From an optimization exercise on the open Yosys and OpenROAD flow, aimed at small area, a short achievable clock period and few clock cycles; shortcuts taken in it are not production practice.
Function was checked by simulation only, so behaviour that the tests miss may differ from the original.
No activity file was given, so power comes from the tool's default toggle rates.

v9:
==> flow/design.v (excerpt) <==
module sctp_dec (
    input  wire        clk,
    input  wire        rst,
    input  wire        in_valid,
    output wire        in_ready,
    input  wire [63:0] in_data,
    input  wire        in_last,
    input  wire [3:0]  in_cnt,
    output reg         ev_valid,
    input  wire        ev_ready,
    output wire [3:0]  ev_type,
    output wire [1:0]  ev_refk,
    output wire [31:0] ev_off,
    output wire [63:0] ev_value,
    output wire [31:0] ev_size,
    output reg         ev_fault,
    output reg  [2:0]  ev_cause
);
    reg [3:0]  ev_ty;
    reg [1:0]  ev_rk;
    reg [31:0] ev_hp;            
    reg [3:0]  ev_ad;            
    reg        ev_oz;            
    reg        ev_vq;            
    reg [63:0] ev_v;             
    reg [3:0]  ev_sz;            
    reg        ev_z;             
    wire [31:0] ev_q = ev_hp + {28'd0, ev_ad};
    assign ev_type  = ev_z ? (ev_fault ? 4'd0 : 4'd15) : ev_ty;
    assign ev_refk  = ev_z ? 2'd0 : ev_rk;
    assign ev_off   = ev_oz ? 32'd0 : ev_q;
    assign ev_value = ev_z ? 64'd0 : {ev_vq ? 32'd0 : ev_v[63:32], ev_vq ? ev_q : ev_v[31:0]};
    assign ev_size  = ev_z ? 32'd0 : ev_vq ? ev_v[63:32] : {28'd0, ev_sz};
    localparam [1:0] REF_NULL  = 2'd0;
    localparam [1:0] REF_INBUF = 2'd1;
    localparam [1:0] REF_TEMP  = 2'd2;
    localparam [2:0] C_TRUNCATED = 3'd1;
    localparam [2:0] C_OVERFLOW  = 3'd2;
    localparam [2:0] C_UNKNOWN   = 3'd5;
    reg        e0v, e1v;         
    reg        e0l, e1l;         
    reg [7:0]  e0m, e1m;         
  ...
For scale: about 3600 cells after synthesis, ~210 I/O pins.
make LEC_CHECK=0 CAP_MARGIN=20 CORE_MARGIN=2 CORE_UTILIZATION=40 PLACE_DENSITY=0.5 SETUP_SLACK_MARGIN=1.6 SLEW_MARGIN=20 finish   # period 6.0 ns
run.sh (not shown) runs the stock make flow with config.mk's settings and CLKGATE_MAP_FILE= SYNTH_SCRIPT=/design/flow/synth_recipe.tcl, a recipe that flattens the netlist after the stock synthesis.
Testbench counts of v9, summed over its fixed seeds: cycles 16,207.
Setup changes, v9 to v48
--- a/flow/config.mk
+++ b/flow/config.mk
@@ -9,5 +9,4 @@
 export CORE_MARGIN = 2
-export CORE_UTILIZATION = 40
-export PLACE_DENSITY = 0.5
-export SETUP_SLACK_MARGIN = 1.6
+export CORE_UTILIZATION = 45
+export SETUP_SLACK_MARGIN = 1.5
 export SLEW_MARGIN = 20
Results
Taking v9 as the reference, in v48 critical path data arrival time rose 0.17 ns; area of all placed cells without fillers fell about 1.2%.
| complex-gate fraction of the synthesized area | v48 vs v9 | ≈ equal |
Non-clock buffer count for v48 is lower than for v9.
Changes in v18 relative to v48:
--- a/flow/config.mk
+++ b/flow/config.mk
@@ -9,4 +9,4 @@
 export CORE_MARGIN = 2
-export CORE_UTILIZATION = 45
-export SETUP_SLACK_MARGIN = 1.5
+export CORE_UTILIZATION = 40
+export SETUP_SLACK_MARGIN = 1.6
 export SLEW_MARGIN = 20
## What came out
Looking at number of ordinary and repair buffers in the finished layout across v18 and v48, the one that comes out lower is v48. The part of the power in registers on v48 is in line with that on v18. On sequential share of layout area, v18 and v48 are neck and neck. v48 vs v18, type of the setup path with the least slack: flip-flop to flip-flop vs flip-flop to output port. v48 ended up with mw[10]$_SDFF_PP0_ as its timing endpoint of the critical path; v18 ended up with ev_off[31].
What v32 does differently from v18 at the input level:
--- a/flow/config.mk
+++ b/flow/config.mk
@@ -10,2 +10,3 @@
 export CORE_UTILIZATION = 40
+export GPL_ROUTABILITY_DRIVEN = 0
 export SETUP_SLACK_MARGIN = 1.6
==> comparison <==
- Between v18 and v32, the maximum clock frequency does not differ in any meaningful way.
- Taking v18 as the reference, in v32 pre-CTS setup slack went up 0.19 ns, worst-case register-to-register setup slack has decreased.
- Of v18 and v32, the run reporting the lower share of cell area taken by multi-input logic gates was v18.
- Density: v32 sparser than v18
- Of v32 and v18, it is v32 that has the lower layout filler cell count.
- A path type of the worst setup path of flip-flop to output port is what v18 shows, while flip-flop to flip-flop belongs to v32.

[static timing again, ports no longer ideal]
How much do the figures lean on ideal ports? The routed layouts below were timed once more, with nothing changed but the port constraints.
Step 1: set_driving_cell puts a clkbuf_16 on clk and a buf_2 on each other input, an assumption about the parent block.
Step 2 moves the port delays by t, midway between the first and last clock arrival at a register: inputs arrive t later, outputs are due t later. That takes back most of the time a late clock gives input paths.
a / b / c = ideal / step 1 / step 2; a / b = the first two.
run | shift t [ns] | slack for setup (ns) | latest minus earliest clock arrival (ns) | pins driven straight from the clock port
v9 | 0.689 | 1.602 / 1.576 / 1.602 | 0.076 / 0.076 | 1
v48 | 0.677 | 1.457 / 1.457 / 1.457 | 0.031 / 0.031 | 1
v18 | 0.662 | 1.633 / 1.566 / 1.465 | 0.027 / 0.028 | 1
v32 | 0.665 | 1.621 / 1.595 / 1.621 | 0.026 / 0.026 | 1
After both steps setup and hold are still met in every run listed. The setup slack of v18, which loses most, moves by -0.067 ns with the drivers and by -0.168 ns with both steps.
